Context: an optimization exercise on an open-source flow, tuned for small area, a short achievable clock period and few clock cycles. The choices shown serve that exercise and are no tape-out recipe.
Only simulation tests tie the RTL to the original design; equivalence was not proved.

==> job 5241 <==
// gotune_gate
module gotune_gate (
    input  wire        clk,
    input  wire        rst,
    input  wire        start_valid,
    output wire        start_ready,
    input  wire [15:0] cfg_n,
    input  wire [63:0] cfg_silence,
    input  wire        s_valid,
    output wire        s_ready,
    input  wire [63:0] s_data,
    output wire        r_valid,
    output wire [63:0] r_rms,
    output wire        r_silent
);
==> flow/config.mk <==
export PLATFORM = sky130hd
export DESIGN_NAME = gotune_gate
export DESIGN_NICKNAME = gotune_gate
export VERILOG_FILES = /design/flow/design.v
export SDC_FILE = /design/flow/constraint.sdc
export NUM_CORES = 4
export LEC_CHECK = 0
export ABC_AREA = 1
export CAP_MARGIN = 20
export CORE_MARGIN = 2
export CORE_UTILIZATION = 40
export PLACE_DENSITY = 0.5
export SLEW_MARGIN = 20
==> flow/constraint.sdc <==
create_clock -name core_clock -period 40.0 [get_ports {clk}]
set_input_delay 8.0000 -clock core_clock [delete_from_list [all_inputs] [get_ports {clk}]]
set_output_delay 8.0000 -clock core_clock [all_outputs]
set_load 0.01 [all_outputs]
standard.sh (not shown) runs the stock make flow with config.mk's settings and CLKGATE_MAP_FILE= SYNTH_SCRIPT=/design/flow/synth_recipe.tcl, a recipe that flattens the netlist after the stock synthesis.
==> flow/flow/run.sh <==
#!/bin/bash
# The standard layout (the standard.sh, unchanged synthesis and steps),
# with one difference: the buffer that the flow puts on every input and output
# port is a sky130_fd_sc_hd__buf_2 instead of the flow's default choice.
# make's full output goes to standard_flow.log; each ORFS step keeps its own
# log under orfs/logs/.
set -euo pipefail
export BUFFER_PORTS_ARGS="-buffer_cell sky130_fd_sc_hd__buf_2"
bash standard.sh > standard_flow.log 2>&1
==> job 5471 (differences from job 5241) <==
--- a/flow/design.v
+++ b/flow/design.v
@@ -1803,33 +1803,40 @@
     reg  [53:0] r;            
     reg  [54:0] sr;           
     reg  [62:0] s_back;       
     assign take  = (state == B_WAIT) && (it == 6'd0);
     assign idle  = (state == B_IDLE);
     assign r_rms = {1'b0, s_back};
     wire [15:0] dv    = sr[54:39];
     wire [16:0] rin   = {sr[15:0], w[53]};
-    wire [17:0] dsub  = {1'b0, rin} - {2'b00, dv};
-    wire        qb    = !dsub[17];
+    wire [16:0] dsub;
+    wire        qb;                         
+    bk_add #(17, 32) u_dsub (.a(rin), .b(~{1'b0, dv}), .ci(1'b1), .s(dsub), .co(qb));
     wire [53:0] rq    = {r[52:0], qb};
     wire [11:0] ex_m1 = ex - 12'd1;
     wire        use_q = (state == B_DPACK);
     wire        stk   = use_q ? (sr[15:0] != 16'd0) : (sr != 55'd0);
     wire [10:0] pk_e  = r[53] ? ex[10:0] : 11'd0;
-    wire [62:0] pk    = {pk_e, r[52:1]} + {62'd0, r[0] & (r[1] | stk)};
+    wire [62:0] pk;
+    wire        pk_co;
+    bk_add #(63, 64) u_pk (.a({pk_e, r[52:1]}), .b(63'd0), .ci(r[0] & (r[1] | stk)), .s(pk), .co(pk_co));
     wire [10:0] qe    = pk[62:52];
     wire [10:0] qeu   = (qe == 11'd0) ? 11'd1 : qe;
     wire [52:0] qm    = {qe != 11'd0, pk[51:0]};
     wire [11:0] re    = ({1'b0, qeu} + 12'd1022 + {11'd0, qeu[0]}) >> 1;
     wire [1:0]  pair  = w[53:52];
     wire [56:0] sin   = {sr, pair};
     wire [56:0] trial = {1'b0, r, 2'b01};
-    wire [57:0] ssub  = {1'b0, sin} - {1'b0, trial};
-    wire        rb    = !ssub[57];
+    wire [56:0] ssub;
+    wire        rb;                         
+    bk_add #(57, 64) u_ssub (.a(sin), .b(~trial), .ci(1'b1), .s(ssub), .co(rb));
+    wire [62:0] cmp_s;
+    wire        rms_ge_s;
+    bk_add #(63, 64) u_cmp (.a(pk), .b(~s_back), .ci(1'b1), .s(cmp_s), .co(rms_ge_s));
     wire        cnt_it = started || (pair != 2'b00);
     always @(posedge clk) begin
         r_valid <= 1'b0;
         if (rst) begin
             state   <= B_IDLE;
         end else begin
             case (state)
                 B_IDLE: begin
@@ -1881,90 +1888,129 @@
                         it <= it + 6'd1;
                         if (it == 6'd53) state <= B_SPACK;
                     end else begin
                         ex <= ex_m1;
                     end
                 end
                 B_SPACK: begin
                     r_valid  <= !rst_out;
-                    r_silent <= empty_q || (s_back > pk);
+                    r_silent <= empty_q || !rms_ge_s;
                     s_back   <= pk;
                     state    <= B_IDLE;
                 end
                 B_FIN: begin
                     r_valid  <= !rst_out;
                     r_silent <= empty_q || ((kind == K_ZERO) && (s_back != 63'd0));
                     s_back   <= (kind == K_NAN) ? QNAN : (kind == K_INF) ? PINF : 63'd0;
                     state    <= B_IDLE;
                 end
                 default: state <= B_IDLE;
             endcase
         end
     end
 endmodule
 module sq_stage1 (
     input  wire [63:0]  x,
-    output wire [55:0]  q,       
+    output wire [55:0]  ha,
+    output wire [55:0]  hb,
+    output wire         cin,
     output wire         st50,    
+    output wire         p105,    
     output wire [10:0]  ex,
     output wire         zero,    
     output wire         inf,
     output wire         nan
 );
     wire [51:0]  fx = x[51:0];
     wire [52:0]  m  = {1'b1, fx};
     wire [105:0] pa, pb;
     sq53 u_sq (.m(m), .pa(pa), .pb(pb));
-    wire [105:0] p  = pa + pb;
-    assign q    = p[105:50];
+    wire [50:0]  lo = {1'b0, pa[49:0]} + {1'b0, pb[49:0]};
+    assign ha   = pa[105:50];
+    assign hb   = pb[105:50];
+    assign cin  = lo[50];
     assign st50 = |m[24:0];
+    assign p105 = (m >= 53'h16A09E667F3BCD);
     assign ex   = x[62:52];
     assign zero = (ex == 11'd0);
     assign inf  = (ex == 11'h7FF) && (fx == 52'd0);
     assign nan  = (ex == 11'h7FF) && (fx != 52'd0);
 endmodule
 module sq_stage2 (
-    input  wire [55:0]        q,        
+    input  wire [55:0]        ha,
+    input  wire [55:0]        hb,
+    input  wire               cin,
     input  wire               st50,
+    input  wire               p105,
     input  wire [10:0]        ex,
     input  wire               zero_i,
     input  wire               inf_i,
     input  wire               nan_i,
     output wire [51:0]        f,
     output wire signed [11:0] eo,
     output wire               zero,
     output wire               inf,
     output wire               nan
 );
-    wire        p105 = q[55];
+    wire [55:0] q    = ha + hb + {55'd0, cin};    
     wire signed [12:0] g = 13'sd1026 - $signed({1'b0, ex, 1'b0});
     wire        g_big = (g >= 13'sd57);
     wire        g_hi  = (g >= 13'sd3);
     wire [5:0]  lp    = g_hi ? g[5:0] : {4'd0, 1'b1, p105};    
     reg  [55:0] mask;
     integer i;
     always @* begin
         for (i = 0; i < 56; i = i + 1)
             mask[i] = (i < lp);
     end
     wire        guard  = q[lp - 6'd1];
     wire        lsb    = (lp <= 6'd55) ? q[lp] : 1'b0;
     wire        sticky = (|(q & {1'b0, mask[55:1]})) | st50;
     wire        rup    = guard & (sticky | lsb);
-    wire [56:0] y      = ({1'b0, q | mask} + {56'd0, rup}) & {1'b1, ~mask};
+    wire [56:0] yi;
+    wire        yi_co;
+    bk_add #(57, 64) u_inc (.a({1'b0, q | mask}), .b(57'd0), .ci(rup), .s(yi), .co(yi_co));
+    wire [56:0] y      = yi & {1'b1, ~mask};
     wire        rc   = p105 ? y[56] : y[55];
     wire signed [13:0] e0 = $signed({2'b00, ex, 1'b0}) - 14'sd1023 + $signed({13'd0, p105});
     wire signed [13:0] e  = rc ? e0 + 14'sd1 : e0;
     assign f    = p105 ? y[54:3] : y[53:2];
     assign eo   = e[11:0];
     assign nan  = nan_i;
     assign inf  = !nan_i && (inf_i || (!zero_i && e >= 14'sd2047));
     assign zero = !nan_i && !inf_i && (zero_i || g_big || (y[56:54] == 3'b000));
 endmodule
+module bk_add #(parameter N = 8, parameter M = 8) (    
+    input  wire [N-1:0] a,
+    input  wire [N-1:0] b,
+    input  wire         ci,
+    output wire [N-1:0] s,
+    output wire         co
+);
+    reg [N-1:0] g, p;
+    integer d, i;
+    always @* begin
+        g = a & b;
+        p = a ^ b;
+        g[0] = g[0] | (p[0] & ci);
+        for (d = 1; d < M; d = d * 2)
+            for (i = 2 * d - 1; i < N; i = i + 2 * d) begin
+                g[i] = g[i] | (p[i] & g[i - d]);
+                p[i] = p[i] & p[i - d];
+            end
+        for (d = M / 4; d >= 1; d = d / 2)
+            for (i = 3 * d - 1; i < N; i = i + 2 * d) begin
+                g[i] = g[i] | (p[i] & g[i - d]);
+                p[i] = p[i] & p[i - d];
+            end
+    end
+    assign s  = (a ^ b) ^ {g[N-2:0], ci};
+    assign co = g[N-1];
+endmodule
 module gotune_gate (
     input  wire        clk,
     input  wire        rst,
     input  wire        start_valid,
     output wire        start_ready,
     input  wire [15:0] cfg_n,
     input  wire [63:0] cfg_silence,
     input  wire        s_valid,
@@ -1984,30 +2030,30 @@
     reg  [15:0] n_front;
     reg  [63:0] s_front;
     assign start_ready = st_rdy;
     assign s_ready     = sm_rdy;
     wire start_fire = start_valid && st_rdy;
     wire s_fire     = s_valid && sm_rdy;
     reg  [63:0] xin;
     reg         vin;
-    reg  [55:0] p_q;
-    reg         p_st;
+    reg  [55:0] p_a, p_b;
+    reg         p_cin, p_st, p_105;
     reg  [10:0] p_e;
     reg         p_z, p_inf, p_nan, p_v;
-    wire [55:0] s1_q;
-    wire        s1_st;
+    wire [55:0] s1_a, s1_b;
+    wire        s1_cin, s1_st, s1_105;
     wire [10:0] s1_e;
     wire        s1_z, s1_inf, s1_nan;
-    sq_stage1 u_s1 (.x(xin), .q(s1_q), .st50(s1_st), .ex(s1_e),
+    sq_stage1 u_s1 (.x(xin), .ha(s1_a), .hb(s1_b), .cin(s1_cin), .st50(s1_st), .p105(s1_105), .ex(s1_e),
                     .zero(s1_z), .inf(s1_inf), .nan(s1_nan));
     wire [51:0] s2_f;
     wire [11:0] s2_e;
     wire        s2_z, s2_inf, s2_nan;
-    sq_stage2 u_s2 (.q(p_q), .st50(p_st), .ex(p_e),
+    sq_stage2 u_s2 (.ha(p_a), .hb(p_b), .cin(p_cin), .st50(p_st), .p105(p_105), .ex(p_e),
                     .zero_i(p_z), .inf_i(p_inf), .nan_i(p_nan),
                     .f(s2_f), .eo(s2_e), .zero(s2_z), .inf(s2_inf), .nan(s2_nan));
     wire [52:0] a_m;
     wire [10:0] a_e;
     wire        a_inf, a_nan;
     wire        take, b_idle;
     acc_sum u_sum (.clk(clk), .rst(rst_q), .take(take), .b_v(p_v && !s2_z), .b_f(s2_f), .b_e(s2_e),
                    .b_inf(s2_inf), .b_nan(s2_nan),
@@ -2017,18 +2063,21 @@
                     .take(take), .idle(b_idle),
                     .r_valid(r_valid), .r_rms(r_rms), .r_silent(r_silent));
     wire free    = b_idle && !job;
     wire is_last = vin ? (cnt == 16'd2) : (cnt == 16'd1);
     wire is_zero = (cnt == 16'd0) && !vin;
     always @(posedge clk) begin
         rst_q <= rst;
         xin   <= s_data;
-        p_q   <= s1_q;
+        p_a   <= s1_a;
+        p_b   <= s1_b;
+        p_cin <= s1_cin;
         p_st  <= s1_st;
+        p_105 <= s1_105;
         p_e   <= s1_e;
         p_z   <= s1_z;
         p_inf <= s1_inf;
         p_nan <= s1_nan;
         if (!sm_rdy && !pend) begin
             cnt     <= cfg_n;
             n_front <= cfg_n;
             s_front <= cfg_silence;
- CORE_UTILIZATION: 40 -> 48
- PLACE_DENSITY: 0.5 -> 0.6
==> qor summary <==
item                                                        job 5241     job 5471
Status                                      timing/DRC/antenna clean  timing/DRC/antenna clean
Multi-input logic area                                    57,700 um2   56,600 um2
Standard cell core area                                  205,000 um2  174,000 um2
Transition time at the pin with the least slew margin        1.21 ns      1.29 ns
Crit. path cell count                                             28            1
Design area                                               89,300 um2   90,000 um2
Sequential-to-total area share from yosys stat                 19.3%        20.5%
Placed Cells                                                  13,794       13,386
Number of buffers created by CTS                                  80           84
Crit path arrival time                                      10.60 ns      1.38 ns
Kind of capture point of the worst setup path               register  output port
Vias per std cell                                               5.78         5.93
Placer's final routability congestion estimate                 0.968         1.03
Clock Sink Count                                                 633          691
Cell type of the slowest stage on the worst timing path       nor2_2     edfxtp_1
Testbench counts of job 5241, summed over its fixed seeds: cycles 70,926.
Testbench counts of job 5471, summed over its fixed seeds: cycles 70,926.

[static timing again, ports no longer ideal]
No port has a modelled driver above. Below, the same layouts with a new extraction and two added sets of constraints. Step 1 (the two cells are an assumption about what drives the block):
set clk [get_ports {clk}]
set_driving_cell -lib_cell sky130_fd_sc_hd__clkbuf_16 $clk
set_driving_cell -lib_cell sky130_fd_sc_hd__buf_2 [delete_from_list [all_inputs] $clk]
Step 2 also shifts input and output timing later by t, the mid clock arrival at the registers, as if the neighbouring blocks saw the same clock. Slacks: ideal ports / drivers / drivers and shift; pairs: ideal ports / drivers.
run	shift t [ns]	setup WS [ns]	worst setup path after step 2	clock arrival spread, ns	worst slew at a driven data input, ns
job 5241	0.810	30.009 / 30.009 / 30.009	register to register	0.051 / 0.051	0.10
job 5471	0.807	30.618 / 30.527 / 30.870	input to register	0.042 / 0.042	0.07
After both steps setup and hold are still met in every run listed.
